Context: an optimization exercise on an open-source flow, tuned for a short achievable clock period. The choices shown serve that exercise and are no tape-out recipe. Only simulation tests tie the RTL to the original design; equivalence was not proved. Power and IR drop assume default switching activity.

## flow/run.sh

```bash
#!/bin/bash
# synth_recipe.tcl (not shown) runs the flow's synth.tcl, then flattens the netlist and writes it again
# the make line also repeats each setting of config.mk as NAME=value (left out here)
make -C /OpenROAD-flow-scripts/flow DESIGN_CONFIG=/design/flow/config.mk WORK_HOME=/design/flow/orfs CLKGATE_MAP_FILE= SYNTH_SCRIPT=/design/flow/synth_recipe.tcl finish
```

## flow/config.mk

```make
export PLATFORM = sky130hd
export DESIGN_NAME = tinybasu_core
export DESIGN_NICKNAME = tinybasu_core
export VERILOG_FILES = /design/flow/design.v
export SDC_FILE = /design/flow/constraint.sdc
export NUM_CORES = 4
export LEC_CHECK = 0
export CAP_MARGIN = 20
export CORE_MARGIN = 2
export CORE_UTILIZATION = 40
export SLEW_MARGIN = 20
```

## flow/constraint.sdc

```tcl
create_clock -name core_clock -period 55.0 [get_ports {clk}]
set_input_delay 11.0000 -clock core_clock [delete_from_list [all_inputs] [get_ports {clk}]]
set_output_delay 11.0000 -clock core_clock [all_outputs]
set_load 0.01 [all_outputs]
```

## flow/design.v

```verilog
module tinybasu_core (
    input  wire        clk,
    input  wire        rst,           
    input  wire [15:0] budget,
    input  wire [2:0]  strategy,
    output reg         mem_en,
    output reg         mem_we,
    output reg  [8:0]  mem_addr,
    output reg  [15:0] mem_wdata,
    input  wire [15:0] mem_rdata,
    output wire        done,
    output reg  [1:0]  run_state,
    output reg  [2:0]  fault_cause,
    output reg  [15:0] fault_pc,
    output reg  [15:0] fault_info,
    output wire [15:0] pc_out,
    output reg  [16:0] cycles,
    output reg  [16:0] executed,
    output reg  [16:0] stalls,
    output reg  [16:0] flushes,
    input  wire [2:0]  dbg_sel,
    output wire [15:0] dbg_reg
);
    localparam RS_RUN   = 2'd0;
    localparam RS_HALT  = 2'd1;
    localparam RS_TOUT  = 2'd2;
    localparam RS_FAULT = 2'd3;
    localparam F_NONE  = 3'd0;
    localparam F_MEM   = 3'd1;
    localparam F_FETCH = 3'd2;
    localparam F_ILL   = 3'd3;
    localparam F_DIV0  = 3'd4;
    localparam F_SHIFT = 3'd5;
    localparam OP_R    = 4'd0;
    localparam OP_ADDI = 4'd1;
    localparam OP_LI   = 4'd2;
    localparam OP_LUI  = 4'd3;
    localparam OP_LW   = 4'd4;
    localparam OP_SW   = 4'd5;
    localparam OP_BEQ  = 4'd6;
    localparam OP_BNE  = 4'd7;
    localparam OP_SLL  = 4'd8;
    localparam OP_SRL  = 4'd9;
    localparam OP_SRA  = 4'd10;
    localparam OP_JMP  = 4'd11;
    localparam OP_JAL  = 4'd12;
    localparam ST_AT = 3'd0;
    localparam ST_AN = 3'd1;
    localparam ST_1B = 3'd2;
    localparam ST_2B = 3'd3;
    localparam ST_8S = 3'd4;
    localparam S_RUN   = 2'd0;
    localparam S_DRAIN = 2'd1;    
    localparam S_DONE  = 2'd2;
    localparam CB = 5;            
    localparam CN = 1 << CB;      
    localparam TB = 9 - CB;       
    reg [1:0]  state;
    reg [15:0] pc;
    reg [15:0] regs [0:7];
    reg [15:0] budget_q;
    reg [2:0]  strat_q;
    reg        ir_v;
    reg [15:0] ir;
    reg        mf_v;
    reg        fill_v;
    reg [8:0]  fill_a;
    reg        pa_v;
    reg        pa_we;
    reg [8:0]  pa_addr;
    reg [15:0] pa_wdata;
    reg [2:0]  pa_rd;
    reg        lw_v;
    reg [2:0]  lw_rd;
    reg        dv_busy;
    reg        dv_last;
    reg        dv_neg;
    reg [2:0]  dv_rd;
    reg [15:0] dv_q;        
    reg [15:0] dv_r;        
    reg [15:0] dv_b;        
    reg          c_v   [0:CN-1];
    reg [TB-1:0] c_tag [0:CN-1];
    reg [15:0]   c_dat [0:CN-1];
    reg        bpt_valid [0:127];
    reg [2:0]  bpt_state [0:127];
    assign done    = (state == S_DONE);
    assign pc_out  = pc;
    assign dbg_reg = regs[dbg_sel];
    wire        inst_v = ir_v | mf_v;
    wire [15:0] w      = ir_v ? ir : mem_rdata;
    wire [3:0]  opcode = w[15:12];
    wire [2:0]  rd     = w[11:9];
    wire [2:0]  rs     = w[8:6];
    wire [2:0]  rt     = w[5:3];
    wire [2:0]  func   = w[2:0];
    wire [5:0]  immI   = w[5:0];
    wire [11:0] immJ   = w[11:0];
    wire signed [15:0] simm6  = {{10{immI[5]}}, immI};
    wire signed [15:0] simm12 = {{4{immJ[11]}}, immJ};
    wire [15:0] xd = regs[rd];
    wire [15:0] xs = regs[rs];
    wire [15:0] xt = regs[rt];
    wire [15:0] npc = pc + 16'd1;
    wire signed [16:0] ea = $signed({xs[15], xs}) + $signed({simm6[15], simm6});
    wire ea_ok = (ea >= 17'sd0) && (ea <= 17'sd511);
    function [15:0] shl;
        input [15:0] v;
        input [15:0] n;    
        begin
            shl = (n >= 16) ? 16'd0 : (v << n[3:0]);
        end
    endfunction
    function [15:0] shr;
        input [15:0] v;
        input [15:0] n;
        begin
            shr = (n >= 16) ? 16'd0 : (v >> n[3:0]);
        end
    endfunction
    function [15:0] sar;
        input [15:0] v;
        input [15:0] n;
        reg signed [15:0] sv;
        begin
            sv = v;
            if (n >= 16)
                sar = {16{v[15]}};
            else
                sar = sv >>> n[3:0];
        end
    endfunction
    wire [15:0] mul_p = xs * xt;
    wire [6:0] bkey = {opcode[0], rd, rs};    
    reg [2:0] init_state;
    always @(*) begin
        case (strat_q)
            ST_1B:   init_state = 3'd1;
            ST_2B:   init_state = 3'd2;
            ST_8S:   init_state = 3'd4;
            default: init_state = 3'd0;
        endcase
    end
    wire [2:0] cur_state = bpt_valid[bkey] ? bpt_state[bkey] : init_state;
    reg pred;
    always @(*) begin
        case (strat_q)
            ST_AT:   pred = 1'b1;
            ST_AN:   pred = 1'b0;
            ST_1B:   pred = cur_state[0];
            ST_2B:   pred = (cur_state >= 3'd2);
            default: pred = (cur_state >= 3'd4);
        endcase
    end
    wire br_taken = (opcode == OP_BEQ) ? (xd == xs) : (xd != xs);
    reg [2:0] next_bstate;
    always @(*) begin
        case (strat_q)
            ST_1B:   next_bstate = {2'b00, br_taken};
            ST_2B:   next_bstate = br_taken ? ((cur_state == 3'd3) ? 3'd3 : cur_state + 3'd1)
                                            : ((cur_state == 3'd0) ? 3'd0 : cur_state - 3'd1);
            default: next_bstate = br_taken ? ((cur_state == 3'd7) ? 3'd7 : cur_state + 3'd1)
                                            : ((cur_state == 3'd0) ? 3'd0 : cur_state - 3'd1);
        endcase
    end
    wire bpt_dynamic = (strat_q == ST_1B) || (strat_q == ST_2B) || (strat_q == ST_8S);
    reg        x_fault;
    reg [2:0]  x_cause;
    reg [15:0] x_info;
    reg        x_wr;           
    reg [2:0]  x_wr_idx;
    reg [15:0] x_wr_val;
    reg [15:0] x_pc;           
    reg [1:0]  x_cost;
    reg        x_branch;       
    reg        x_mispred;
    reg        x_load;
    reg        x_store;
    reg        x_div;
    always @(*) begin
        x_fault   = 1'b0;
        x_cause   = F_NONE;
        x_info    = w;
        x_wr      = 1'b0;
        x_wr_idx  = rd;
        x_wr_val  = 16'd0;
        x_pc      = npc;
        x_cost    = 2'd1;
        x_branch  = 1'b0;
        x_mispred = 1'b0;
        x_load    = 1'b0;
        x_store   = 1'b0;
        x_div     = 1'b0;
        case (opcode)
            OP_R: begin
                x_wr = 1'b1;
                case (func)
                    3'd0: x_wr_val = xs + xt;
                    3'd1: x_wr_val = xs - xt;
                    3'd2: x_wr_val = ($signed(xs) < $signed(xt)) ? 16'd1 : 16'd0;
                    3'd3: x_wr_val = mul_p;
                    3'd4: begin
                        x_wr = 1'b0;
                        if (xt == 16'd0) begin
                            x_fault = 1'b1;
                            x_cause = F_DIV0;
                        end else begin
                            x_div = 1'b1;
                        end
                    end
                    3'd5, 3'd6: begin
                        if (xt[15]) begin
                            x_fault = 1'b1;
                            x_cause = F_SHIFT;
                        end else if (func == 3'd5) begin
                            x_wr_val = shl(xs, xt);
                        end else begin
                            x_wr_val = shr(xs, xt);
                        end
                    end
                    default: begin
                        x_fault = 1'b1;
                        x_cause = F_ILL;
                    end
                endcase
            end
            OP_ADDI: begin
                x_wr     = 1'b1;
                x_wr_val = xs + simm6;
            end
            OP_LI: begin
                x_wr     = 1'b1;
                x_wr_val = simm6;
            end
            OP_LUI: begin
                x_wr     = 1'b1;
                x_wr_val = {immI, 10'd0};
            end
            OP_LW: begin
                if (!ea_ok) begin
                    x_fault = 1'b1;
                    x_cause = F_MEM;
                    x_info  = ea[15:0];
                end else begin
                    x_load = 1'b1;
                end
            end
            OP_SW: begin
                if (!ea_ok) begin
                    x_fault = 1'b1;
                    x_cause = F_MEM;
                    x_info  = ea[15:0];
                end else begin
                    x_store = 1'b1;
                end
            end
            OP_BEQ, OP_BNE: begin
                x_branch  = 1'b1;
                x_mispred = (pred != br_taken);
                if (br_taken) begin
                    x_pc   = npc + simm6;
                    x_cost = 2'd3;
                end
            end
            OP_SLL, OP_SRL, OP_SRA: begin
                if (immI[5]) begin
                    x_fault = 1'b1;
                    x_cause = F_SHIFT;
                end else begin
                    x_wr = 1'b1;
                    case (opcode)
                        OP_SLL:  x_wr_val = shl(xs, simm6);
                        OP_SRL:  x_wr_val = shr(xs, simm6);
                        default: x_wr_val = sar(xs, simm6);
                    endcase
                end
            end
            OP_JMP: begin
                x_pc = npc + simm12;
            end
            OP_JAL: begin
                x_pc     = npc + simm12;
                x_wr     = 1'b1;
                x_wr_idx = 3'd7;
                x_wr_val = npc + simm12;
            end
            default: begin
                x_fault = 1'b1;
                x_cause = F_ILL;
            end
        endcase
    end
    wire use_rd = (opcode <= OP_SRA);
    wire use_rs = (opcode <= OP_SRA) && (opcode != OP_LI) && (opcode != OP_LUI);
    wire use_rt = (opcode == OP_R);
    wire use_r7 = (opcode == OP_JAL);
    function busy_reg;
        input [2:0] r;
        begin
            busy_reg = (lw_v && lw_rd == r) || (pa_v && !pa_we && pa_rd == r) ||
                       (dv_busy && dv_rd == r);
        end
    endfunction
    wire hz_reg = (use_rd && busy_reg(rd)) || (use_rs && busy_reg(rs)) ||
                  (use_rt && busy_reg(rt)) || (use_r7 && busy_reg(3'd7));
    wire hz_div = dv_busy && (opcode == OP_R) && (func == 3'd4);
    wire hz_port = ir_v && pa_v && ((opcode == OP_LW) || (opcode == OP_SW));
    wire hz = hz_reg || hz_div || hz_port;
    wire running = (state == S_RUN);
    wire timeout = ({1'b0, budget_q} < cycles);
    wire pc_bad  = pc[15] || (pc > 16'd511);
    wire chk_ok  = running && !timeout && !pc_bad;
    wire halt    = chk_ok && inst_v && (w == 16'd0);
    wire go      = chk_ok && inst_v && (w != 16'd0) && !hz;
    wire commit  = go && !x_fault;
    wire fault   = go && x_fault;
    wire stop    = running && (timeout || pc_bad || halt || fault);
    wire hold    = chk_ok && inst_v && (w != 16'd0) && hz;    
    wire [3:0]  i_op  = ir[15:12];
    wire [2:0]  i_rd  = ir[11:9];
    wire [2:0]  i_rs  = ir[8:6];
    wire [15:0] i_s6  = {{10{ir[5]}}, ir[5:0]};
    wire [15:0] i_s12 = {{4{ir[11]}}, ir[11:0]};
    wire [15:0] i_xd  = regs[i_rd];
    wire [15:0] i_xs  = regs[i_rs];
    wire signed [16:0] i_ea = $signed({i_xs[15], i_xs}) + $signed({i_s6[15], i_s6});
    wire i_ea_ok = (i_ea >= 17'sd0) && (i_ea <= 17'sd511);
    wire i_ldst  = (i_op == OP_LW) || (i_op == OP_SW);
    wire i_taken = (i_op == OP_BEQ) ? (i_xd == i_xs) : (i_xd != i_xs);
    wire [15:0] i_x_pc = ((i_op == OP_JMP) || (i_op == OP_JAL)) ? npc + i_s12 :
                         (((i_op == OP_BEQ) || (i_op == OP_BNE)) && i_taken) ? npc + i_s6 :
                         npc;
    wire x_acc   = chk_ok && ir_v && i_ldst && i_ea_ok && !pa_v &&
                   !busy_reg(i_rd) && !busy_reg(i_rs);
    wire x_acc_st = x_acc && (i_op == OP_SW);
    wire pa_set  = commit && !ir_v && (x_load || x_store);
    wire [15:0]   nxt_pc = commit ? x_pc : pc;
    wire [CB-1:0] l_idx  = nxt_pc[CB-1:0];
    wire          l_hit  = c_v[l_idx] && (c_tag[l_idx] == nxt_pc[8:CB]);
    wire       st_now   = (pa_v && pa_we) || x_acc_st;
    wire [8:0] st_now_a = pa_v ? pa_addr : i_ea[8:0];
    wire       st_nxt   = pa_set && x_store;
    wire l_clash = (st_now && st_now_a == nxt_pc[8:0]) ||
                   (st_nxt && ea[8:0] == nxt_pc[8:0]);
    wire        fetch = running && !pa_v && !x_acc;
    wire [15:0] fa    = ir_v ? i_x_pc : (mf_v ? npc : pc);
    wire        f_ok  = fetch && (fa == nxt_pc) && !(st_nxt && ea[8:0] == fa[8:0]);
    always @(*) begin
        mem_en    = 1'b0;
        mem_we    = 1'b0;
        mem_addr  = fa[8:0];
        mem_wdata = i_xd;
        if (pa_v) begin
            mem_en    = 1'b1;
            mem_we    = pa_we;
            mem_addr  = pa_addr;
            mem_wdata = pa_wdata;
        end else if (x_acc) begin
            mem_en    = 1'b1;
            mem_we    = x_acc_st;
            mem_addr  = i_ea[8:0];
        end else if (fetch) begin
            mem_en    = 1'b1;
        end
    end
    wire [15:0] abs_s = xs[15] ? (16'd0 - xs) : xs;
    wire [15:0] abs_t = xt[15] ? (16'd0 - xt) : xt;
    reg [15:0] dn_q, dn_r;
    reg [16:0] dn_t;
    integer k;
    always @(*) begin
        dn_q = dv_q;
        dn_r = dv_r;
        for (k = 0; k < 8; k = k + 1) begin
            dn_t = {dn_r, dn_q[15]} - {1'b0, dv_b};
            if (!dn_t[16]) begin
                dn_r = dn_t[15:0];
                dn_q = {dn_q[14:0], 1'b1};
            end else begin
                dn_r = {dn_r[14:0], dn_q[15]};
                dn_q = {dn_q[14:0], 1'b0};
            end
        end
    end
    wire [15:0] dv_res = dv_neg ? (16'd0 - dn_q) : dn_q;
    wire pend_nxt = (pa_set) || (x_acc && !x_acc_st) || (pa_v && !pa_we) ||
                    (dv_busy && !dv_last) || (commit && x_div);
    integer i;
    always @(posedge clk) begin
        if (rst) begin
            state       <= S_RUN;
            pc          <= 16'd0;
            run_state   <= RS_RUN;
            fault_cause <= F_NONE;
            fault_pc    <= 16'd0;
            fault_info  <= 16'd0;
            cycles      <= 17'd0;
            executed    <= 17'd0;
            stalls      <= 17'd0;
            flushes     <= 17'd0;
            budget_q    <= budget;
            strat_q     <= strategy;
            ir_v        <= 1'b0;
            mf_v        <= 1'b0;
            fill_v      <= 1'b0;
            pa_v        <= 1'b0;
            lw_v        <= 1'b0;
            dv_busy     <= 1'b0;
            for (i = 0; i < 8; i = i + 1)
                regs[i] <= 16'd0;
            for (i = 0; i < 128; i = i + 1)
                bpt_valid[i] <= 1'b0;
            for (i = 0; i < CN; i = i + 1)
                c_v[i] <= 1'b0;
        end else begin
            if (running) begin
                if (timeout) begin
                    run_state <= RS_TOUT;
                end else if (pc_bad) begin
                    run_state   <= RS_FAULT;
                    fault_cause <= F_FETCH;
                    fault_pc    <= pc;
                    fault_info  <= pc;
                end else if (halt) begin
                    run_state <= RS_HALT;
                end else if (fault) begin
                    run_state   <= RS_FAULT;
                    fault_cause <= x_cause;
                    fault_pc    <= pc;
                    fault_info  <= x_info;
                end
                if (stop)
                    state <= pend_nxt ? S_DRAIN : S_DONE;
            end else if (state == S_DRAIN) begin
                if (!pend_nxt)
                    state <= S_DONE;
            end
            if (commit) begin
                pc       <= x_pc;
                executed <= executed + 17'd1;
                cycles   <= cycles + {15'd0, x_cost};
                if (x_mispred) begin
                    stalls  <= stalls + 17'd1;
                    flushes <= flushes + 17'd1;
                end
                if (x_branch && bpt_dynamic) begin
                    bpt_valid[bkey] <= 1'b1;
                    bpt_state[bkey] <= next_bstate;
                end
            end
            if (dv_busy && dv_last)
                regs[dv_rd] <= dv_res;
            if (lw_v)
                regs[lw_rd] <= mem_rdata;
            if (commit && x_wr)
                regs[x_wr_idx] <= x_wr_val;
            if (hold) begin
                ir_v <= 1'b1;
                ir   <= w;
            end else begin
                ir_v <= running && !stop && l_hit && !l_clash;
                ir   <= c_dat[l_idx];
            end
            mf_v   <= running && !stop && !hold && f_ok;
            fill_v <= fetch;
            fill_a <= fa[8:0];
            pa_v     <= pa_set;
            pa_we    <= x_store;
            pa_addr  <= ea[8:0];
            pa_wdata <= xd;
            pa_rd    <= rd;
            lw_v  <= (x_acc && !x_acc_st) || (pa_v && !pa_we);
            lw_rd <= pa_v ? pa_rd : i_rd;
            if (commit && x_div) begin
                dv_busy <= 1'b1;
                dv_last <= 1'b0;
                dv_neg  <= xs[15] ^ xt[15];
                dv_rd   <= rd;
                dv_q    <= abs_s;
                dv_r    <= 16'd0;
                dv_b    <= abs_t;
            end else if (dv_busy) begin
                dv_q    <= dn_q;
                dv_r    <= dn_r;
                dv_last <= 1'b1;
                if (dv_last)
                    dv_busy <= 1'b0;
            end
            for (i = 0; i < CN; i = i + 1) begin
                if (st_now && st_now_a[CB-1:0] == i) begin
                    c_v[i]   <= 1'b1;
                    c_tag[i] <= st_now_a[8:CB];
                    c_dat[i] <= pa_v ? pa_wdata : i_xd;
                end else if (fill_v && fill_a[CB-1:0] == i) begin
                    c_v[i]   <= 1'b1;
                    c_tag[i] <= fill_a[8:CB];
                    c_dat[i] <= mem_rdata;
                end
            end
        end
    end
endmodule
```

==> parameters.txt, run 1 <==
Parameter                              Value

Detailed routing
  DR iter-0 viols ... 15900
  Via/cell ratio ... 6.69
  Post-DRT Antenna Nets ... 0
  Remaining DRCs ... 0
  Detailed-route wire length per cell ... 34.0 um
  Vias ... 93200
  Final Routed Wirelength ... 473 mm
  Number of optimization iterations in the first detailed-route pass ... 7

Layout
  Final core utilization ... 45.2%
  Final instance count without filler cells ... 13900
  Area added between synthesis and finish ... 12.6%
  Area occupied by multi-input gates ... 51400 um2
  Fraction of layout cells with a size suffix above 1 ... 10.8%
  Sequential cell area in the final layout ... 44400 um2
  Final instance area ... 112000 um2
  Most common cell after layout, fill and taps aside ... sky130_fd_sc_hd__nand2_1
  # fillers ... 23500
  Final nets ... 10900
  Highest-count cells in the layout ignoring fill and taps ... sky130_fd_sc_hd__nand2_1 (1473), sky130_fd_sc_hd__edfxtp_1 (1281), sky130_fd_sc_hd__o21ai_0 (1067)

Logic synthesis
  Netlist Area Pre-Place ... 99600 um2
  Synth warn ... 4
  Synth area leaders ... sky130_fd_sc_hd__edfxtp_1 (39%), sky130_fd_sc_hd__dfxtp_1 (5.9%), sky130_fd_sc_hd__nand2_1 (5.6%), sky130_fd_sc_hd__o21ai_0 (5.4%), sky130_fd_sc_hd__ha_1 (4.0%)
  Post-synth EDFFs ... 1281
  Count of state elements after synthesis ... 1576
  Share of synthesized registers carrying an async set or reset ... 0%
  Gate count after technology mapping ... 10500
  Largest area contributor in the synthesized netlist ... sky130_fd_sc_hd__edfxtp_1
  Library cells used by synthesis ... 116
  Nets in the synthesized netlist ... 11000
  Synth top area share ... 38.6%
  Post-synthesis average cell area ... 9.49 um2
  Most used flip-flop cell after synthesis ... sky130_fd_sc_hd__edfxtp_1
  Sequential area share after synthesis ... 44.5%

STA
  Final Critical Period ... 29.86 ns
  Worst-Margin Slew ... 1.36 ns
  Unrepaired setup endpoints after global routing ... no
  Worst slew slack as a fraction of its limit ... 8.39%
  Setup skew after layout ... 0.115 ns
  Number of setup violations in the final report ... 0
  Top achievable clock speed ... 33.5 MHz
  Tightest hold margin ... 0.448 ns
  Final Hold Fails ... 0
  Setup TNS ... 0 ns
  Final worst-path setup slack ... 25.14 ns
  Number of pins exceeding their max-slew limit in the final report ... 0
  Part of the cycle the worst path needs ... 54.3%

Die
  Starting Density ... 40.1%
  Standard cell core area ... 248000 um2
  Floorplan die height ... 503 um
  Die outline area ... 253000 um2
  Die width ... 503 um
  Number of rows created at floorplan ... 183
  Ports placed on the boundary ... 205

CTS
  Total number of clock tree sinks ... 1576
  Clock insertion delay at the later pin of the skew report ... 0.92 ns
  H-tree lvl count ... 4
  Cts repair resizes ... 0
  Number of hold-repair buffers added at the cts stage ... 0
  Clk root buf ... sky130_fd_sc_hd__clkbuf_16
  Number of buffers on the longest clock path ... 3
  TritonCTS clock tree ... built
  Clock input transition at the sequential cells of the worst setup and hold paths ... 0.06 ns
  Post-CTS setup repair buffer count ... 0
  Total CTS buffers ... 172

Power and ir drop
  Total net switching power ... 1.76 mW
  Areal power density over the cells ... 38.5 nW/um2
  Internal Dissipation ... 2.56 mW
  Max IR drop VDD ... 0.117 mV
  Clock network fraction of total power ... 27.3%
  Sequential fraction of design power ... 31.9%
  Design Power ... 4.32 mW
  Leakage ... 41.8 nW
  Power share of the combinational group ... 40.8%
  Fraction of power spent switching nets ... 40.7%

Critical path
  Reg2reg start ... dv_b[1]
  Critical Path Fanout Max ... 31
  Endpoint arrival time on the critical path ... 30.40 ns
  Largest stage delay on the critical path ... 0.71 ns
  Worst r2r dst ... regs[5][12]
  Max stage delay cell, worst path ... sky130_fd_sc_hd__a21oi_1
  Crit path launch type ... flop
  Path type of the worst setup path ... reg2reg
  Setup slack on the worst flop-to-flop path ... 25.14 ns
  CP endpoint kind ... flop
  R2R cell count ... 105
  Crit path required time ... 55.54 ns
  CP dominant cell by count ... sky130_fd_sc_hd__o21ai_0

Placement
  Port Buffers ... 204
  Global placer's final weighted congestion ... 1.05
  Minimum setup slack after placement ... 25.57 ns
  Area post-placement ... 106000 um2
  Detailed placer's ending HPWL ... 313 mm
  Post-Place Cells ... 13600

Hold path
  Hold endpoint ... c_v[29]
  Hold path cells ... 2
  Startpoint of the lowest-slack hold path ... c_v[29]
  Classification of the worst-slack hold path ... reg2reg

GRT
  Global-route wire length before repair ... 657 mm
  Global-route usage over all layers ... 36.3%
  Gr ovfl total ... 0
  Antenna violations before repair ... 33
  Largest net degree at the start of global routing ... 91
  Number of global-route vias before repair ... 86600

Job
  Count of maximum capacitance violations ... 0

Outcome
  Run status ... timing/DRC/antenna clean
-- how the worst max path moves through the flow --
stage / from / end / slack (ns) / cells after the start
floorplan: dv_b[1] / regs[1][12] / 28.83 / 113
global placement: dv_b[1] / regs[5][12] / 25.89 / 105
detailed placement: dv_b[1] / regs[6][12] / 25.57 / 105
CTS: dv_b[1] / regs[1][12] / 25.42 / 105
global route: dv_b[1] / regs[4][10] / 22.66 / 105
finish: dv_b[1] / regs[5][12] / 25.14 / 105
-- logic make-up (layout without fill, tap and decap cells) --
logic type	count (synthesis)	after routing	synth area share [%]
AO/OA/AOI/OAI	3266	3266	21.3
XOR/XNOR	394	394	3.47
adder cells (fa/ha/maj)	413	413	5.90
buffers and inverters	1267	1336	4.96
flip-flops	1576	1576	44.5
multiplexers	416	416	5.72
other	0	23	0
AND/OR/NAND/NOR	3170	3170	14.1
-- layer usage --
metal	track usage [%]	part of all wire [%]
met4	23.7	8.0
met2	52.7	42
met3	12.4	14
met5	0.438	0.058
met1	45.7	36
-- critical path: cells and delay by family, from the launching register on --
family,cells,cell delay [ns]
DFF,1,0.66
and+or+nand+nor,20,4.72
xor gates and xnor gates,3,0.93
adders and majority gates,9,3.28
buffers and inverters,6,2.01
muxes,5,1.85
AOI/OAI and AO/OA,62,15.95
-- final cells by class --
class	instances	share of cell area [%]
diodes	23	0.0513
clock buffers	229	4.18
clock inverters	84	0.862
inverters	444	1.50
multi-input cells	7659	45.8
flip-flops and latches	1576	39.6
well taps	3330	3.71
repair buffers	579	4.33
-- state kept, by name, indices dropped and copies added, names as in the netlist, 16 cells and up, named ones only --
register / flops
dv_b: 16
pa_wdata: 16
c_tag: 128
regs: 128
fault_info: 16
budget_q: 16
bpt_state: 384
cycles: 17
fault_pc: 16
c_v: 32
dv_r: 16
flushes: 17
stalls: 17
bpt_valid: 128
dv_q: 16
pc: 16
c_dat: 512
ir: 16
executed: 17
-- power by group through the flow --
stage | sequential [mW] | combinational, mW | clock [mW]
floorplan | 1.39 | 1.02 | 0
global placement | 1.40 | 1.65 | 0
detailed placement | 1.40 | 1.67 | 0
CTS | 1.37 | 1.68 | 1.18
global route | 1.38 | 1.85 | 1.22
finish | 1.38 | 1.76 | 1.18
-- synth_stat cells (all sizes together), types with 185 or more instances --
cell / instances
o21ai: 1087
dfxtp: 295
edfxtp: 1281
nand2: 1476
xnor2: 275
inv: 439
nor2: 774
a22oi: 348
mux2i: 185
clkbuf: 652
a21oi: 531
a21o: 186
ha: 317
Testbench counts, summed over its fixed seeds: clk cycles 302,612.
==> run 2: changes to the inputs <==
--- a/flow/design.v
+++ b/flow/design.v
@@ -73,6 +73,9 @@
     reg        lw_v;
     reg [2:0]  lw_rd;
+    localparam DV_S = 8;         
+    localparam DV_N = 16 / DV_S;  
     reg        dv_busy;
-    reg        dv_last;
+    reg [4:0]  dv_cnt;
+    wire       dv_last = (dv_cnt == DV_N - 1);
     reg        dv_neg;
     reg [2:0]  dv_rd;
@@ -80,4 +83,5 @@
     reg [15:0] dv_r;        
     reg [15:0] dv_b;        
+    reg [17:0] dv_b3;       
     reg          c_v   [0:CN-1];
     reg [TB-1:0] c_tag [0:CN-1];
@@ -367,17 +371,27 @@
     wire [15:0] abs_t = xt[15] ? (16'd0 - xt) : xt;
     reg [15:0] dn_q, dn_r;
-    reg [16:0] dn_t;
+    reg [17:0] dn_t;
+    reg [18:0] dn_d1, dn_d2, dn_d3;
     integer k;
     always @(*) begin
         dn_q = dv_q;
         dn_r = dv_r;
-        for (k = 0; k < 8; k = k + 1) begin
-            dn_t = {dn_r, dn_q[15]} - {1'b0, dv_b};
-            if (!dn_t[16]) begin
-                dn_r = dn_t[15:0];
-                dn_q = {dn_q[14:0], 1'b1};
+        for (k = 0; k < DV_S / 2; k = k + 1) begin
+            dn_t  = {dn_r, dn_q[15:14]};
+            dn_d1 = {1'b0, dn_t} - {3'b000, dv_b};
+            dn_d2 = {1'b0, dn_t} - {2'b00, dv_b, 1'b0};
+            dn_d3 = {1'b0, dn_t} - {1'b0, dv_b3};
+            if (!dn_d3[18]) begin
+                dn_r = dn_d3[15:0];
+                dn_q = {dn_q[13:0], 2'd3};
+            end else if (!dn_d2[18]) begin
+                dn_r = dn_d2[15:0];
+                dn_q = {dn_q[13:0], 2'd2};
+            end else if (!dn_d1[18]) begin
+                dn_r = dn_d1[15:0];
+                dn_q = {dn_q[13:0], 2'd1};
             end else begin
-                dn_r = {dn_r[14:0], dn_q[15]};
-                dn_q = {dn_q[14:0], 1'b0};
+                dn_r = dn_t[15:0];
+                dn_q = {dn_q[13:0], 2'd0};
             end
         end
@@ -474,5 +488,5 @@
             if (commit && x_div) begin
                 dv_busy <= 1'b1;
-                dv_last <= 1'b0;
+                dv_cnt  <= 5'd0;
                 dv_neg  <= xs[15] ^ xt[15];
                 dv_rd   <= rd;
@@ -480,8 +494,9 @@
                 dv_r    <= 16'd0;
                 dv_b    <= abs_t;
+                dv_b3   <= {2'b00, abs_t} + {1'b0, abs_t, 1'b0};
             end else if (dv_busy) begin
                 dv_q    <= dn_q;
                 dv_r    <= dn_r;
-                dv_last <= 1'b1;
+                dv_cnt  <= dv_cnt + 5'd1;
                 if (dv_last)
                     dv_busy <= 1'b0;
==> parameters.txt, run 2 <==
Parameter                              Value

Outcome
  Run status ... timing/DRC/antenna clean (unchanged)

Logic synthesis
  Count of state elements after synthesis ... 1597 (was 1576)
  Most common library cells after synthesis ... sky130_fd_sc_hd__nand2_1 (1377), sky130_fd_sc_hd__edfxtp_1 (1302), sky130_fd_sc_hd__o21ai_0 (1049) (was sky130_fd_sc_hd__nand2_1 (1474), sky130_fd_sc_hd__edfxtp_1 (1281), sky130_fd_sc_hd__o21ai_0 (1068))
  Post-synth EDFFs ... 1302 (was 1281)
  Gate count after technology mapping ... 10400 (was 10500)
  Share of synthesized registers carrying an async set or reset ... 0% (unchanged)
  Netlist Area Pre-Place ... 102000 um2 (was 99600 um2)
  Most used flip-flop cell after synthesis ... sky130_fd_sc_hd__edfxtp_1 (unchanged)
  Library cells used by synthesis ... 109 (was 116)
  Largest area contributor in the synthesized netlist ... sky130_fd_sc_hd__edfxtp_1 (unchanged)
  Synth top area share ... 38.5% (was 38.6%)
  Most frequent cell after synthesis ... sky130_fd_sc_hd__nand2_1 (unchanged)
  Synth area leaders ... sky130_fd_sc_hd__edfxtp_1 (38%), sky130_fd_sc_hd__dfxtp_1 (5.8%), sky130_fd_sc_hd__o21ai_0 (5.2%), sky130_fd_sc_hd__nand2_1 (5.1%), sky130_fd_sc_hd__ha_1 (5.0%) (was sky130_fd_sc_hd__edfxtp_1 (39%), sky130_fd_sc_hd__dfxtp_1 (5.9%), sky130_fd_sc_hd__nand2_1 (5.6%), sky130_fd_sc_hd__o21ai_0 (5.4%), sky130_fd_sc_hd__ha_1 (4.0%))
  Synth warn ... 4 (unchanged)
  Nets in the synthesized netlist ... 11000 (about the same)
  Sequential area share after synthesis ... 44.3% (was 44.5%)
  Post-synthesis average cell area ... 9.73 um2 (was 9.49 um2)

Layout
  Sequential cell area in the final layout ... 45000 um2 (was 44400 um2)
  Area occupied by multi-input gates ... 53000 um2 (was 51400 um2)
  Number of flip-flops under the largest register name ... 512 (unchanged)
  Fraction of layout cells with a size suffix above 1 ... 10.9% (was 10.8%)
  Final nets ... 11000 (was 10900)
  Largest Register ... c_dat (unchanged)
  # fillers ... 23700 (was 23500)
  Final core utilization ... 45.3% (was 45.2%)
  Area added between synthesis and finish ... 12.9% (was 12.6%)
  Most common cell after layout, fill and taps aside ... sky130_fd_sc_hd__nand2_1 (unchanged)
  Largest registers ... c_dat x512, bpt_state x384 (unchanged)
  Highest-count cells in the layout ignoring fill and taps ... sky130_fd_sc_hd__nand2_1 (1376), sky130_fd_sc_hd__edfxtp_1 (1302), sky130_fd_sc_hd__o21ai_0 (1044) (was sky130_fd_sc_hd__nand2_1 (1473), sky130_fd_sc_hd__edfxtp_1 (1281), sky130_fd_sc_hd__o21ai_0 (1067))

Critical path
  Reg2reg start ... dv_b[0] (was dv_b[1])
  Path type of the worst setup path ... in2out (was reg2reg)
  Endpoint arrival time on the critical path ... 13.31 ns (was 30.40 ns)
  Crit path required time ... 44.00 ns (was 55.54 ns)
  Worst r2r dst ... regs[4][10] (was regs[5][12])
  Origin of the worst setup path ... dbg_sel[2] (was dv_b[1])
  Worst Setup EP ... dbg_reg[1] (was regs[5][12])
  Critical Path Fanout Max ... 16 (was 31)
  CP endpoint kind ... primary output (was flop)
  R2R cell count ... 65 (was 105)
  Setup slack on the worst flop-to-flop path ... 36.50 ns (was 25.14 ns)
  Crit path launch type ... input port (was flop)

STA
  Unrepaired setup endpoints after global routing ... no (unchanged)
  Final Critical Period ... 24.31 ns (was 29.86 ns)
  Worst-Margin Slew ... 1.25 ns (was 1.36 ns)
  Number of pins exceeding their max-slew limit in the final report ... 0 (unchanged)
  Setup TNS ... 0 ns (unchanged)
  Part of the cycle the worst path needs ... 44.2% (was 54.3%)
  Final Hold Fails ... 0 (unchanged)
  Final worst-path setup slack ... 30.69 ns (was 25.14 ns)
  Setup skew after layout ... 0.0687 ns (was 0.115 ns)
  Worst slew slack as a fraction of its limit ... 16.9% (was 8.39%)
  Top achievable clock speed ... 41.1 MHz (was 33.5 MHz)
  Number of setup violations in the final report ... 0 (unchanged)

Placement
  Detailed placer's ending HPWL ... 301 mm (was 313 mm)
  Minimum setup slack after placement ... 30.78 ns (was 25.57 ns)
  Port Buffers ... 204 (unchanged)
  Global placer's final weighted congestion ... 1.01 (was 1.05)

Detailed routing
  Remaining DRCs ... 0 (unchanged)
  Post-DRT Antenna Nets ... 0 (unchanged)
  Via/cell ratio ... 6.59 (was 6.69)
  Final Routed Wirelength ... 449 mm (was 473 mm)
  Number of optimization iterations in the first detailed-route pass ... 9 (was 7)
  Detailed-route wire length per cell ... 32.2 um (was 34.0 um)
  Vias ... 92000 (was 93200)
  DR iter-0 viols ... 15300 (was 15900)

CTS
  H-tree lvl count ... 4 (unchanged)
  Clock input transition at the sequential cells of the worst setup and hold paths ... 0.06 ns (about the same)
  Number of buffers on the longest clock path ... 3 (unchanged)
  Clk root buf ... sky130_fd_sc_hd__clkbuf_16 (unchanged)
  Post-CTS setup repair buffer count ... 0 (unchanged)
  Total CTS buffers ... 178 (was 172)
  Clock insertion delay at the later pin of the skew report ... 0.89 ns (was 0.92 ns)
  Total number of clock tree sinks ... 1597 (was 1576)
  TritonCTS clock tree ... built (unchanged)
  Cts repair resizes ... 0 (unchanged)
  Number of hold-repair buffers added at the cts stage ... 0 (unchanged)

GRT
  Number of global-route vias before repair ... 86100 (was 86600)
  Gr ovfl total ... 0 (unchanged)
  Largest net degree at the start of global routing ... 97 (was 91)
  Global-route wire length before repair ... 631 mm (was 657 mm)
  Global-route usage over all layers ... 33.7% (was 36.3%)
  Antenna violations before repair ... 20 (was 33)

Die
  Die width ... 508 um (was 503 um)
  Starting Density ... 40.1% (about the same)
  Floorplan die height ... 508 um (was 503 um)
  Standard cell core area ... 253000 um2 (was 248000 um2)
  Ports placed on the boundary ... 205 (unchanged)
  Number of rows created at floorplan ... 185 (was 183)
  Die outline area ... 258000 um2 (was 253000 um2)

Power and ir drop
  Max IR drop VDD ... 0.0319 mV (was 0.117 mV)
  Design Power ... 3.78 mW (was 4.32 mW)
  Leakage ... 43.1 nW (was 41.8 nW)
  Areal power density over the cells ... 32.9 nW/um2 (was 38.5 nW/um2)

Hold path
  Classification of the worst-slack hold path ... reg2reg (unchanged)

Job
  Count of maximum capacitance violations ... 0 (unchanged)
run 2: cell count changes after synthesis, sizes merged, moves of 54 or more:
cell    before   now
a21o       186   243
a22o        82   136
a22oi      348   243
clkbuf     652   575
ha         317   404
nand2     1476  1377
run 2: final cells by class:
type,count,share of cell area (%)
Timing Repair Buffer,560,4.13
Antenna cell,17,0.0371
Tap cell,3366,3.67
Multi-Input combinational cell,7624,46.3
Inverter,451,1.48
Sequential cell,1597,39.3
Clock buffer,249,4.33
Clock inverter,84,0.825
run 2: cell families (layout without fill, tap and decap cells):
family          after synthesis  in the layout  synth area share (%)
compound gates             3203           3203                  20.8
xor+xnor                    447            447                  3.85
fa+ha+maj                   505            505                  6.96
buf+inv                    1216           1344                  4.66
flops                      1597           1597                  44.3
mux                         459            459                  6.26
other cells                   0             17                     0
simple gates               3010           3010                  13.2
run 2: worst max-delay path, cell delays in order:
cell,delay [ns]
sky130_fd_sc_hd__clkdlybuf4s50_1,1.23
sky130_fd_sc_hd__mux2_2,0.47
sky130_fd_sc_hd__clkdlybuf4s50_1,0.59
run 2: through the flow:
step,hold slack [ns],std cells,cell area [um2]
2_1_floorplan,0.420,10400,102000
3_3_place_gp,0.426,13600,108000
3_5_place_dp,0.435,13600,109000
4_1_cts,0.452,13900,114000
5_1_grt,0.463,13900,115000
6_report,0.450,13900,115000
run 2: routing by layer:
layer | up-vias | wire (um) | track usage, %
met1 | 44800 | 171000 | 45.2
met2 | 6874 | 185000 | 48.5
met3 | 1448 | 61900 | 9.53
li1 | 38800 | - | -
met5 | - | 93 | 0
met4 | 16 | 31100 | 19.5
run 2: power breakdown:
part | leakage, nW | total, mW | internal, mW | switching, mW
combinational | 25.9 | 1.17 | 0.377 | 0.795
sequential | 14.4 | 1.38 | 1.35 | 0.0273
clock | 2.87 | 1.23 | 0.696 | 0.530
total | 43.1 | 3.78 | 2.43 | 1.35
run 2: worst min-delay path by stage:
stage / start / endpoint / slack, ns / cells past startpoint
2_1_floorplan: c_v[0] / c_v[0] / 0.42 / 1
3_3_place_gp: c_v[0] / c_v[0] / 0.43 / 1
3_5_place_dp: c_v[0] / c_v[0] / 0.44 / 1
4_1_cts: c_v[0] / c_v[0] / 0.45 / 1
5_1_grt: bpt_valid[32] / bpt_valid[32] / 0.46 / 1
6_report: c_v[0] / c_v[0] / 0.45 / 1
Testbench counts of run 2, summed over its fixed seeds: clk cycles 302,612.
==> run 3: changes to the inputs <==
--- a/flow/design.v
+++ b/flow/design.v
@@ -66,4 +66,6 @@
     reg        fill_v;
     reg [8:0]  fill_a;
+    localparam PF_W = 9'd16;
+    reg [8:0]  pf_a;
     reg        pa_v;
     reg        pa_we;
@@ -76,4 +78,5 @@
     localparam DV_N = 16 / DV_S;  
     reg        dv_busy;
+    reg        dv_kill;      
     reg [4:0]  dv_cnt;
     wire       dv_last = (dv_cnt == DV_N - 1);
@@ -104,6 +107,6 @@
     wire signed [15:0] simm12 = {{4{immJ[11]}}, immJ};
     wire [15:0] xd = regs[rd];
-    wire [15:0] xs = regs[rs];
-    wire [15:0] xt = regs[rt];
+    wire [15:0] xs = (lw_v && lw_rd == rs) ? mem_rdata : regs[rs];
+    wire [15:0] xt = (lw_v && lw_rd == rt) ? mem_rdata : regs[rt];
     wire [15:0] npc = pc + 16'd1;
     wire signed [16:0] ea = $signed({xs[15], xs}) + $signed({simm6[15], simm6});
@@ -306,6 +309,25 @@
         end
     endfunction
-    wire hz_reg = (use_rd && busy_reg(rd)) || (use_rs && busy_reg(rs)) ||
-                  (use_rt && busy_reg(rt)) || (use_r7 && busy_reg(3'd7));
+    wire fwd_ok = !((opcode == OP_LW) || (opcode == OP_SW) ||
+                    (opcode == OP_BEQ) || (opcode == OP_BNE));
+    function busy_x;
+        input [2:0] r;
+        begin
+            busy_x = (lw_v && lw_rd == r && !fwd_ok) || (pa_v && !pa_we && pa_rd == r) ||
+                     (dv_busy && dv_rd == r);
+        end
+    endfunction
+    function busy_w;
+        input [2:0] r;
+        begin
+            busy_w = (pa_v && !pa_we && pa_rd == r);
+        end
+    endfunction
+    wire rd_read = (opcode == OP_SW) || (opcode == OP_BEQ) || (opcode == OP_BNE);
+    wire rd_wr   = use_rd && !rd_read;
+    wire hz_reg = (rd_read && busy_x(rd)) || (rd_wr && busy_w(rd)) ||
+                  (use_rs && busy_x(rs)) || (use_rt && busy_x(rt)) ||
+                  (use_r7 && busy_w(3'd7));
+    wire dv_kill_set = dv_busy && ((rd_wr && rd == dv_rd) || (use_r7 && dv_rd == 3'd7));
     wire hz_div = dv_busy && (opcode == OP_R) && (func == 3'd4);
     wire hz_port = ir_v && pa_v && ((opcode == OP_LW) || (opcode == OP_SW));
@@ -336,5 +358,5 @@
                          npc;
     wire x_acc   = chk_ok && ir_v && i_ldst && i_ea_ok && !pa_v &&
-                   !busy_reg(i_rd) && !busy_reg(i_rs);
+                   ((i_op == OP_SW) ? !busy_reg(i_rd) : !busy_w(i_rd)) && !busy_reg(i_rs);
     wire x_acc_st = x_acc && (i_op == OP_SW);
     wire pa_set  = commit && !ir_v && (x_load || x_store);
@@ -345,8 +367,29 @@
     wire [8:0] st_now_a = pa_v ? pa_addr : i_ea[8:0];
     wire       st_nxt   = pa_set && x_store;
-    wire l_clash = (st_now && st_now_a == nxt_pc[8:0]) ||
-                   (st_nxt && ea[8:0] == nxt_pc[8:0]);
+    reg        n_v;
+    reg [15:0] n_w;
+    always @(*) begin
+        if (st_nxt && ea[8:0] == nxt_pc[8:0]) begin
+            n_v = 1'b1;
+            n_w = xd;
+        end else if (st_now && st_now_a == nxt_pc[8:0]) begin
+            n_v = 1'b1;
+            n_w = pa_v ? pa_wdata : i_xd;
+        end else begin
+            n_v = l_hit;
+            n_w = c_dat[l_idx];
+        end
+    end
+    wire [16:0] cycles_n = cycles + {15'd0, x_cost};
+    wire early_halt = commit && n_v && (n_w == 16'd0) &&
+                      !({1'b0, budget_q} < cycles_n) &&
+                      !(x_pc[15] || (x_pc > 16'd511));
     wire        fetch = running && !pa_v && !x_acc;
-    wire [15:0] fa    = ir_v ? i_x_pc : (mf_v ? npc : pc);
+    wire [15:0] fd    = ir_v ? i_x_pc : (mf_v ? npc : pc);
+    wire [CB-1:0] fd_idx = fd[CB-1:0];
+    wire        fd_hit = c_v[fd_idx] && (c_tag[fd_idx] == fd[8:CB]) && (fd[15:9] == 7'd0);
+    wire [8:0]  pf_dist = pf_a - pc[8:0];
+    wire        pf_go = fd_hit && (pf_dist != 9'd0) && (pf_dist <= PF_W);
+    wire [15:0] fa    = pf_go ? {7'd0, pf_a} : fd;
     wire        f_ok  = fetch && (fa == nxt_pc) && !(st_nxt && ea[8:0] == fa[8:0]);
     always @(*) begin
@@ -370,31 +413,48 @@
     wire [15:0] abs_s = xs[15] ? (16'd0 - xs) : xs;
     wire [15:0] abs_t = xt[15] ? (16'd0 - xt) : xt;
-    reg [15:0] dn_q, dn_r;
-    reg [17:0] dn_t;
-    reg [18:0] dn_d1, dn_d2, dn_d3;
-    integer k;
-    always @(*) begin
-        dn_q = dv_q;
-        dn_r = dv_r;
-        for (k = 0; k < DV_S / 2; k = k + 1) begin
-            dn_t  = {dn_r, dn_q[15:14]};
-            dn_d1 = {1'b0, dn_t} - {3'b000, dv_b};
-            dn_d2 = {1'b0, dn_t} - {2'b00, dv_b, 1'b0};
-            dn_d3 = {1'b0, dn_t} - {1'b0, dv_b3};
-            if (!dn_d3[18]) begin
-                dn_r = dn_d3[15:0];
-                dn_q = {dn_q[13:0], 2'd3};
-            end else if (!dn_d2[18]) begin
-                dn_r = dn_d2[15:0];
-                dn_q = {dn_q[13:0], 2'd2};
-            end else if (!dn_d1[18]) begin
-                dn_r = dn_d1[15:0];
-                dn_q = {dn_q[13:0], 2'd1};
-            end else begin
-                dn_r = dn_t[15:0];
-                dn_q = {dn_q[13:0], 2'd0};
+    function [31:0] div8;
+        input [15:0] q;
+        input [15:0] r;
+        input [15:0] b;
+        input [17:0] b3;
+        reg [15:0] qq, rr;
+        reg [17:0] t;
+        reg [18:0] d1, d2, d3;
+        integer k;
+        begin
+            qq = q;
+            rr = r;
+            for (k = 0; k < 4; k = k + 1) begin
+                t  = {rr, qq[15:14]};
+                d1 = {1'b0, t} - {3'b000, b};
+                d2 = {1'b0, t} - {2'b00, b, 1'b0};
+                d3 = {1'b0, t} - {1'b0, b3};
+                if (!d3[18]) begin
+                    rr = d3[15:0];
+                    qq = {qq[13:0], 2'd3};
+                end else if (!d2[18]) begin
+                    rr = d2[15:0];
+                    qq = {qq[13:0], 2'd2};
+                end else if (!d1[18]) begin
+                    rr = d1[15:0];
+                    qq = {qq[13:0], 2'd1};
+                end else begin
+                    rr = t[15:0];
+                    qq = {qq[13:0], 2'd0};
+                end
             end
+            div8 = {qq, rr};
         end
-    end
+    endfunction
+    wire [31:0] dn = div8(dv_q, dv_r, dv_b, dv_b3);
+    wire [15:0] dn_q = dn[31:16];
+    wire [15:0] dn_r = dn[15:0];
+    wire [2:0]  i_rt     = ir[5:3];
+    wire [15:0] i_xt     = regs[i_rt];
+    wire [15:0] i_abs_s  = i_xs[15] ? (16'd0 - i_xs) : i_xs;
+    wire [15:0] i_abs_t  = i_xt[15] ? (16'd0 - i_xt) : i_xt;
+    wire [17:0] i_b3     = {2'b00, i_abs_t} + {1'b0, i_abs_t, 1'b0};
+    wire [31:0] i_dn     = div8(i_abs_s, 16'd0, i_abs_t, i_b3);
+    wire        dv_early = ir_v && !(lw_v && (lw_rd == i_rs || lw_rd == i_rt));
     wire [15:0] dv_res = dv_neg ? (16'd0 - dn_q) : dn_q;
     wire pend_nxt = (pa_set) || (x_acc && !x_acc_st) || (pa_v && !pa_we) ||
@@ -418,4 +478,5 @@
             mf_v        <= 1'b0;
             fill_v      <= 1'b0;
+            pf_a        <= 9'd1;
             pa_v        <= 1'b0;
             lw_v        <= 1'b0;
@@ -444,5 +505,7 @@
                     fault_info  <= x_info;
                 end
-                if (stop)
+                if (early_halt)
+                    run_state <= RS_HALT;
+                if (stop || early_halt)
                     state <= pend_nxt ? S_DRAIN : S_DONE;
             end else if (state == S_DRAIN) begin
@@ -453,5 +516,5 @@
                 pc       <= x_pc;
                 executed <= executed + 17'd1;
-                cycles   <= cycles + {15'd0, x_cost};
+                cycles   <= cycles_n;
                 if (x_mispred) begin
                     stalls  <= stalls + 17'd1;
@@ -463,5 +526,5 @@
                 end
             end
-            if (dv_busy && dv_last)
+            if (dv_busy && dv_last && !dv_kill)
                 regs[dv_rd] <= dv_res;
             if (lw_v)
@@ -473,10 +536,12 @@
                 ir   <= w;
             end else begin
-                ir_v <= running && !stop && l_hit && !l_clash;
-                ir   <= c_dat[l_idx];
+                ir_v <= running && !stop && n_v;
+                ir   <= n_w;
             end
             mf_v   <= running && !stop && !hold && f_ok;
             fill_v <= fetch;
             fill_a <= fa[8:0];
+            if (fetch && (pf_go || !fd_hit))
+                pf_a <= fa[8:0] + 9'd1;
             pa_v     <= pa_set;
             pa_we    <= x_store;
@@ -488,12 +553,21 @@
             if (commit && x_div) begin
                 dv_busy <= 1'b1;
-                dv_cnt  <= 5'd0;
+                dv_kill <= 1'b0;
                 dv_neg  <= xs[15] ^ xt[15];
                 dv_rd   <= rd;
-                dv_q    <= abs_s;
-                dv_r    <= 16'd0;
+                if (dv_early) begin
+                    dv_cnt  <= 5'd1;
+                    dv_q    <= i_dn[31:16];
+                    dv_r    <= i_dn[15:0];
+                end else begin
+                    dv_cnt  <= 5'd0;
+                    dv_q    <= abs_s;
+                    dv_r    <= 16'd0;
+                end
                 dv_b    <= abs_t;
                 dv_b3   <= {2'b00, abs_t} + {1'b0, abs_t, 1'b0};
             end else if (dv_busy) begin
+                if (commit && dv_kill_set)
+                    dv_kill <= 1'b1;
                 dv_q    <= dn_q;
                 dv_r    <= dn_r;
@@ -503,9 +577,10 @@
             end
             for (i = 0; i < CN; i = i + 1) begin
-                if (st_now && st_now_a[CB-1:0] == i) begin
+                if (st_now && st_now_a[CB-1:0] == i &&
+                    (c_tag[i] == st_now_a[8:CB] || (fill_v && fill_a == st_now_a))) begin
                     c_v[i]   <= 1'b1;
                     c_tag[i] <= st_now_a[8:CB];
                     c_dat[i] <= pa_v ? pa_wdata : i_xd;
-                end else if (fill_v && fill_a[CB-1:0] == i) begin
+                end else if (fill_v && fill_a[CB-1:0] == i && !(st_now && fill_a == st_now_a)) begin
                     c_v[i]   <= 1'b1;
                     c_tag[i] <= fill_a[8:CB];
==> flow/flow/run.sh (new file) <==
#!/bin/bash
# The standard layout (the standard.sh: ORFS synthesis to final layout),
# with the port buffers that the standard flow inserts made sky130 buf_8
# cells instead of the default choice, so that the port paths are fast.
set -euo pipefail
export BUFFER_PORTS_ARGS="-buffer_cell sky130_fd_sc_hd__buf_8"
bash standard.sh finish > standard_finish.log 2>&1
==> flow/standard.sh (new file) <==
#!/bin/bash
# synth_recipe.tcl (not shown) runs the flow's synth.tcl, then flattens the netlist and writes it again
# the make line also repeats each setting of config.mk as NAME=value (left out here)
make -C /OpenROAD-flow-scripts/flow DESIGN_CONFIG=/design/flow/config.mk WORK_HOME=/design/flow/orfs CLKGATE_MAP_FILE= SYNTH_SCRIPT=/design/flow/synth_recipe.tcl "${@:-finish}"
removed: flow/run.sh
==> parameters.txt, run 3 <==
Parameter                              Value

Detailed routing
  Remaining DRCs ... 0 (unchanged)
  Via/cell ratio ... 6.57 (was 6.59)
  Met2 WL post-DR ... 221 mm (was 185 mm)
  Highest metal layer used by the detailed router ... met5 (unchanged)
  Final Routed Wirelength ... 543 mm (was 449 mm)
  DR iter-0 viols ... 15800 (was 15300)
  Vias ... 108000 (was 92000)
  Detailed-route wire length per cell ... 33.0 um (was 32.2 um)
  Number of optimization iterations in the first detailed-route pass ... 7 (was 9)
  Met1 WL ... 222 mm (was 171 mm)
  Routed length on met3 ... 74.6 mm (was 61.9 mm)
  Post-DRT Antenna Nets ... 0 (unchanged)

Logic synthesis
  Post-synth EDFFs ... 1303 (was 1302)
  Synth warn ... 4 (unchanged)
  Gate count after technology mapping ... 12400 (was 10400)
  Post-synthesis average cell area ... 9.40 um2 (was 9.73 um2)
  Netlist Area Pre-Place ... 117000 um2 (was 102000 um2)
  Most used flip-flop cell after synthesis ... sky130_fd_sc_hd__edfxtp_1 (unchanged)
  Synth area leaders ... sky130_fd_sc_hd__edfxtp_1 (33%), sky130_fd_sc_hd__ha_1 (6.3%), sky130_fd_sc_hd__dfxtp_1 (5.3%), sky130_fd_sc_hd__xnor2_1 (4.7%), sky130_fd_sc_hd__nand2_1 (4.3%) (was sky130_fd_sc_hd__edfxtp_1 (38%), sky130_fd_sc_hd__dfxtp_1 (5.8%), sky130_fd_sc_hd__o21ai_0 (5.2%), sky130_fd_sc_hd__nand2_1 (5.1%), sky130_fd_sc_hd__ha_1 (5.0%))
  Nets in the synthesized netlist ... 13200 (was 11000)
  Count of state elements after synthesis ... 1610 (was 1597)
  Largest area contributor in the synthesized netlist ... sky130_fd_sc_hd__edfxtp_1 (unchanged)
  Synth top area share ... 33.4% (was 38.5%)
  Share of synthesized registers carrying an async set or reset ... 0% (unchanged)
  Sequential area share after synthesis ... 38.7% (was 44.3%)
  Most common library cells after synthesis ... sky130_fd_sc_hd__nand2_1 (1340), sky130_fd_sc_hd__edfxtp_1 (1303), sky130_fd_sc_hd__nor2_1 (1047) (was sky130_fd_sc_hd__nand2_1 (1377), sky130_fd_sc_hd__edfxtp_1 (1302), sky130_fd_sc_hd__o21ai_0 (1049))
  Library cells used by synthesis ... 122 (was 109)
  Most frequent cell after synthesis ... sky130_fd_sc_hd__nand2_1 (unchanged)

CTS
  Total number of clock tree sinks ... 1610 (was 1597)
  H-tree lvl count ... 4 (unchanged)
  TritonCTS clock tree ... built (unchanged)
  Cts repair resizes ... 0 (unchanged)
  Number of hold-repair buffers added at the cts stage ... 0 (unchanged)
  Post-CTS setup repair buffer count ... 0 (unchanged)
  Clock input transition at the sequential cells of the worst setup and hold paths ... 0.06 ns (about the same)
  Number of buffers on the longest clock path ... 4 (was 3)
  Clk root buf ... sky130_fd_sc_hd__clkbuf_16 (unchanged)
  Total CTS buffers ... 184 (was 178)
  Clock insertion delay at the later pin of the skew report ... 0.93 ns (was 0.89 ns)

Placement
  Minimum setup slack after placement ... 31.38 ns (was 30.78 ns)
  Global placer's final weighted congestion ... 1.03 (was 1.01)
  Detailed placer's ending HPWL ... 389 mm (was 301 mm)
  Port Buffers ... 204 (unchanged)

Critical path
  Largest stage delay on the critical path ... 0.55 ns (was 1.23 ns)
  Max stage delay cell, worst path ... sky130_fd_sc_hd__mux4_2 (was sky130_fd_sc_hd__clkdlybuf4s50_1)
  Cell breakdown of the critical path ... buf_8 -> mux4_2 -> mux2_2 -> buf_8 (was clkdlybuf4s50_1 -> mux2_2 -> clkdlybuf4s50_1)
  Endpoint arrival time on the critical path ... 12.42 ns (was 13.31 ns)
  Crit path required time ... 44.00 ns (about the same)
  Number of buffer and inverter instances along the worst setup path ... 2 (unchanged)
  Cell family contributing the most delay on the critical path ... multiplexers (was buffers and inverters)
  CP endpoint kind ... primary output (unchanged)
  Critical Path Fanout Max ... 32 (was 16)
  Path type of the worst setup path ... in2out (unchanged)
  Crit path launch type ... input port (unchanged)
  CP dominant cell by count ... sky130_fd_sc_hd__buf_8 (was sky130_fd_sc_hd__clkdlybuf4s50_1)

STA
  Setup TNS ... 0 ns (unchanged)
  Top achievable clock speed ... 42.7 MHz (was 41.1 MHz)
  Worst-Margin Slew ... 1.29 ns (was 1.25 ns)
  Final worst-path setup slack ... 31.58 ns (was 30.69 ns)
  Worst slew slack as a fraction of its limit ... 13.7% (was 16.9%)
  Final Critical Period ... 23.42 ns (was 24.31 ns)
  Part of the cycle the worst path needs ... 42.6% (was 44.2%)
  Unrepaired setup endpoints after global routing ... no (unchanged)
  Final Hold Fails ... 0 (unchanged)
  Number of setup violations in the final report ... 0 (unchanged)
  Number of pins exceeding their max-slew limit in the final report ... 0 (unchanged)
  Setup skew after layout ... 0.109 ns (was 0.0687 ns)

Job
  Count of maximum capacitance violations ... 0 (unchanged)

GRT
  Global-route wire length before repair ... 760 mm (was 631 mm)
  Largest net degree at the start of global routing ... 127 (was 97)
  Number of global-route vias before repair ... 101000 (was 86100)
  Gr ovfl total ... 0 (unchanged)
  Global-route usage over all layers ... 35.4% (was 33.7%)
  Antenna violations before repair ... 19 (was 20)

Layout
  Area added between synthesis and finish ... 13.0% (was 12.9%)
  Fraction of layout cells with a size suffix above 1 ... 13.7% (was 10.9%)
  Area occupied by multi-input gates ... 67600 um2 (was 53000 um2)
  Final nets ... 13200 (was 11000)
  Most common cell after layout, fill and taps aside ... sky130_fd_sc_hd__nand2_1 (unchanged)
  Highest-count cells in the layout ignoring fill and taps ... sky130_fd_sc_hd__nand2_1 (1338), sky130_fd_sc_hd__edfxtp_1 (1303), sky130_fd_sc_hd__nor2_1 (1017) (was sky130_fd_sc_hd__nand2_1 (1376), sky130_fd_sc_hd__edfxtp_1 (1302), sky130_fd_sc_hd__o21ai_0 (1044))
  Sequential cell area in the final layout ... 45300 um2 (was 45000 um2)
  Largest registers ... c_dat x512, bpt_state x384 (unchanged)
  Largest Register ... c_dat (unchanged)
  # fillers ... 27500 (was 23700)
  Number of flip-flops under the largest register name ... 512 (unchanged)

Outcome
  Run status ... timing/DRC/antenna clean (unchanged)

Power and ir drop
  Areal power density over the cells ... 51.2 nW/um2 (was 32.9 nW/um2)
  Max IR drop VDD ... 0.0795 mV (was 0.0319 mV)
  Design Power ... 6.78 mW (was 3.78 mW)
  Leakage ... 50.5 nW (was 43.1 nW)

Die
  Die width ... 545 um (was 508 um)
  Die outline area ... 297000 um2 (was 258000 um2)
  Number of rows created at floorplan ... 198 (was 185)
  Starting Density ... 40.2% (was 40.1%)
  Floorplan die height ... 545 um (was 508 um)
  Ports placed on the boundary ... 205 (unchanged)
  Standard cell core area ... 291000 um2 (was 253000 um2)

Hold path
  Classification of the worst-slack hold path ... reg2reg (unchanged)
run 3: cell count changes in the layout (fill, tap and decap cells not counted), sizes merged, moves of 131 or more:
cell and change:
a21o +147, a21oi +445, a22oi +131, buf +244
clkdlybuf4s50 -185, ha +187, mux2 +240, nor2 +276
o21ai -277, xnor2 +309
run 3: final timing paths:
kind                       from       endpoint  slack [ns]  cells past startpoint
hold / removal    bpt_valid[17]  bpt_valid[17]        0.45                      1
setup reg to reg        dv_b[0]    regs[3][12]       32.38                     99
setup / recovery     dbg_sel[0]    dbg_reg[14]       31.58                      4
hold reg to reg   bpt_valid[17]  bpt_valid[17]        0.45                      1
run 3: per-layer routing:
layer	GRT usage (%)	vias up
li1	-	46000
met1	49.5	53300
met2	49.8	7648
met3	11.2	1290
met4	15.0	8
met5	0	-
run 3: worst register-to-register path, delay by kind of cell (launching register included):
| family | cells | cell delay, ns |
|---|---|---|
| compound gates | 66 | 14.98 |
| xor+xnor | 1 | 0.95 |
| mux | 1 | 0.65 |
| simple gates | 18 | 2.04 |
| fa+ha+maj | 6 | 1.92 |
| flops | 1 | 0.59 |
| buf+inv | 7 | 1.34 |
run 3: kinds of logic (layout without fill, tap and decap cells):
kind of cell | Yosys count | after routing | share of synthesized area (%)
AND/OR/NAND/NOR | 3496 | 3496 | 13.3
XOR/XNOR | 804 | 804 | 6.05
AO/OA/AOI/OAI | 3695 | 3695 | 20.6
buffers and inverters | 1392 | 1507 | 4.52
flip-flops | 1610 | 1610 | 38.7
multiplexers | 735 | 735 | 8.43
adder cells (fa/ha/maj) | 716 | 716 | 8.35
other | 0 | 12 | 0
run 3: layout make-up:
class | count | share of cell area (%)
timing repair buffer | 618 | 4.69
multi-input combinational | 9446 | 51.1
sequential | 1610 | 34.2
tap | 3900 | 3.69
antenna | 12 | 0.0227
clock inverter | 84 | 0.756
inverter | 551 | 1.57
clock buffer | 254 | 3.93
run 3: metrics by stage:
stage	area, um2	hold slack [ns]	instances	utilization (%)
global route	132000	0.464	16500	45.4
CTS	132000	0.453	16500	45.4
global placement	126000	0.432	16100	43.3
finish	132000	0.453	16500	45.4
detailed placement	126000	0.439	16100	43.3
floorplan	117000	0.421	12400	-
run 3: report_power, final:
group	internal (mW)	switching, mW	leakage [nW]
clock	0.740	0.554	3.00
sequential	1.37	0.0422	14.4
combinational	1.49	2.58	33.1
Testbench counts of run 3, summed over its fixed seeds: clk cycles 284,315.
==> run 4: changes to the inputs <==
--- a/flow/design.v
+++ b/flow/design.v
@@ -382,5 +382,5 @@
     end
     wire [16:0] cycles_n = cycles + {15'd0, x_cost};
-    wire early_halt = commit && n_v && (n_w == 16'd0) &&
+    wire early_halt = commit && ir_v && n_v && (n_w == 16'd0) &&
                       !({1'b0, budget_q} < cycles_n) &&
                       !(x_pc[15] || (x_pc > 16'd511));
==> flow/flow/run.sh (replaced) <==
#!/bin/bash
# The standard layout (the standard.sh: ORFS synthesis to final layout,
# at the design's clock period and constraints), with two changes to how it
# optimises:
#  - the port buffers that the standard flow inserts are sky130 buf_8 cells
#    instead of the default choice, so that the port paths are fast;
#  - ORFS's repair_timing aims for a larger setup slack (SETUP_SLACK_MARGIN),
#    so that it also works on the longest paths that already meet 55 ns.
set -euo pipefail
export BUFFER_PORTS_ARGS="-buffer_cell sky130_fd_sc_hd__buf_8"
export SETUP_SLACK_MARGIN=33
bash standard.sh finish > standard_finish.log 2>&1
==> parameters.txt, run 4 <==
Parameter                              Value

Outcome
  Run status ... timing/DRC/antenna clean (unchanged)

Placement
  Port Buffers ... 204 (unchanged)
  Detailed placer's ending HPWL ... 377 mm (was 389 mm)
  Post-Place Cells ... 16600 (was 16100)

CTS
  Clock input transition at the sequential cells of the worst setup and hold paths ... 0.06 ns (about the same)
  Clk root buf ... sky130_fd_sc_hd__clkbuf_16 (unchanged)
  H-tree lvl count ... 4 (unchanged)
  TritonCTS clock tree ... built (unchanged)
  Number of buffers on the longest clock path ... 4 (unchanged)

Detailed routing
  Post-DRT Antenna Nets ... 0 (unchanged)
  Vias ... 113000 (was 108000)
  Number of optimization iterations in the first detailed-route pass ... 7 (unchanged)

Logic synthesis
  Sequential area share after synthesis ... 37.4% (was 38.7%)
  Share of synthesized registers carrying an async set or reset ... 0% (unchanged)
  Gate count after technology mapping ... 13000 (was 12400)
  Post-synthesis average cell area ... 9.34 um2 (was 9.40 um2)
  Synth top area share ... 32.3% (was 33.4%)
  Netlist Area Pre-Place ... 121000 um2 (was 117000 um2)

Critical path
  Cell breakdown of the critical path ... buf_16 -> mux4_2 -> mux2_4 -> buf_8 (was buf_8 -> mux4_2 -> mux2_2 -> buf_8)
  Max stage delay cell, worst path ... sky130_fd_sc_hd__mux4_2 (unchanged)
  Cell family contributing the most delay on the critical path ... multiplexers (unchanged)
  CP endpoint kind ... primary output (unchanged)
  Number of buffer and inverter instances along the worst setup path ... 2 (unchanged)
  Largest stage delay on the critical path ... 0.50 ns (was 0.55 ns)
  Crit path launch type ... input port (unchanged)

Die
  Starting Density ... 40.1% (was 40.2%)
  Ports placed on the boundary ... 205 (unchanged)
  Floorplan die height ... 554 um (was 545 um)

Power and ir drop
  Power share of the combinational group ... 61.3% (was 60.0%)
  Max IR drop VDD ... 0.0806 mV (was 0.0795 mV)
  Fraction of power spent switching nets ... 47.8% (was 46.8%)

GRT
  Largest net degree at the start of global routing ... 207 (was 127)
  Global-route usage over all layers ... 34.2% (was 35.4%)
  Gr ovfl total ... 0 (unchanged)

STA
  Final Critical Period ... 23.14 ns (was 23.42 ns)
  Setup TNS ... 0 ns (unchanged)
  Part of the cycle the worst path needs ... 42.1% (was 42.6%)
  Number of setup violations in the final report ... 0 (unchanged)
  Setup skew after layout ... 0.127 ns (was 0.109 ns)
  Final Hold Fails ... 0 (unchanged)
  Final worst-path setup slack ... 31.86 ns (was 31.58 ns)

Layout
  # fillers ... 28700 (was 27500)
  Number of flip-flops under the largest register name ... 512 (unchanged)
  Final instance area ... 137000 um2 (was 132000 um2)
  Fraction of layout cells with a size suffix above 1 ... 14.9% (was 13.7%)
  Final nets ... 13600 (was 13200)
  Final instance count without filler cells ... 17000 (was 16500)
  Area occupied by multi-input gates ... 71700 um2 (was 67600 um2)
  Highest-count cells in the layout ignoring fill and taps ... sky130_fd_sc_hd__edfxtp_1 (1303), sky130_fd_sc_hd__nand2_1 (1283), sky130_fd_sc_hd__nor2_1 (971) (was sky130_fd_sc_hd__nand2_1 (1338), sky130_fd_sc_hd__edfxtp_1 (1303), sky130_fd_sc_hd__nor2_1 (1017))
## run 4: cell types whose count changed after synthesis, moves of 63 or more
cell / previous run / this run
sky130_fd_sc_hd__mux2i_1: 184 / 247
sky130_fd_sc_hd__o21ai_0: 750 / 574
sky130_fd_sc_hd__nand4_1: 147 / 592
sky130_fd_sc_hd__a21oi_1: 924 / 808
sky130_fd_sc_hd__nand3_1: 225 / 392
sky130_fd_sc_hd__clkbuf_1: 691 / 777
sky130_fd_sc_hd__mux2_2: 386 / 573
sky130_fd_sc_hd__a22oi_1: 373 / 151
## run 4: timing repair
item / CTS / global route
endpoints found under the setup margin: 48 / 164
buffers inserted: 2 / 6
cloned: 4 / 0
pin swaps: 0 / 1
resized for setup: 22 / 36
hold buffers: 0 / 0
## run 4: logic make-up after synthesis
group	synth area share [%]
AO/OA/AOI/OAI	18.2
XOR/XNOR	5.74
adder cells (fa/ha/maj)	8.07
buffers and inverters	4.87
flip-flops	37.4
multiplexers	9.82
AND/OR/NAND/NOR	15.9
## run 4: power by group through the flow
stage / Clock (mW) / Sequential (mW) / Combinational (mW)
floorplan: 0 / 1.42 / 2.92
global placement: 0 / 1.44 / 4.11
detailed placement: 0 / 1.44 / 4.12
CTS: 1.27 / 1.41 / 4.16
global route: 1.31 / 1.41 / 4.57
finish: 1.26 / 1.42 / 4.24
## run 4: layout make-up
cell class / instances / area share (%)
clock inverters: 100 / 0.730
diodes: 11 / 0.0201
multi-input cells: 9822 / 52.4
flip-flops and latches: 1610 / 33.1
repair buffers: 650 / 4.88
clock buffers: 239 / 3.68
well taps: 3978 / 3.64
inverters: 576 / 1.60
## run 4: metrics by stage
| stage | util (%) | power (mW) | hold WS [ns] |
|---|---|---|---|
| after detailed placement | 43.2 | 5.55 | 0.440 |
| after global placement | 43.1 | 5.55 | 0.434 |
| final | 45.3 | 6.92 | 0.454 |
| after floorplan | - | 4.33 | 0.421 |
| after global routing | 45.3 | 7.30 | 0.465 |
| after CTS | 45.2 | 6.84 | 0.454 |
## run 4: path summary, 6_finish.rpt
path | from | to | slack (ns) | depth (start not counted)
setup / recovery | dbg_sel[0] | dbg_reg[15] | 31.86 | 4
hold / removal | bpt_valid[75] | bpt_valid[75] | 0.45 | 1
setup reg to reg | flop | dv_r[13] | 34.31 | 77
hold reg to reg | bpt_valid[75] | bpt_valid[75] | 0.45 | 1
## run 4: routing by layer
layer	global-route usage, %	share of wire (%)	vias to the layer above
met5	0	0.086	-
met4	17.6	6.2	26
met3	11.0	14	1652
met2	47.0	40	7931
met1	47.6	40	54900
li1	-	-	48200
Testbench counts of run 4, summed over its fixed seeds: clk cycles 284,315.

[re-timing with driven ports]
How much do the figures lean on ideal ports? The routed layouts below were timed once more, with nothing changed but the port constraints.
Step 1 assumes that a clkbuf_16 drives the clock port and a buf_2 every other input.
Step 2, shift: input delay + t, output delay - t, t = (earliest + latest rising clock arrival at the registers) / 2. This alone moves slack from input paths to output paths.
Three values: ideal ports, drivers, drivers and shift; two values: the first two.
| run | shift t [ns] | setup WS [ns] | worst setup path after step 2 | cell pins on the clock port's net |
|---|---|---|---|---|
| run 1 | 0.968 | 25.138 / 25.138 / 25.138 | register to register | 1 |
| run 2 | 0.950 | 30.694 / 30.595 / 30.595 | input to output | 1 |
| run 3 | 0.970 | 31.579 / 31.427 / 30.738 | input to register | 1 |
| run 4 | 0.994 | 31.856 / 31.477 / 31.477 | input to output | 1 |
After both steps setup and hold are still met in every run listed. The setup slack of run 3, which loses most, moves by -0.152 ns with the drivers and by -0.841 ns with both steps.
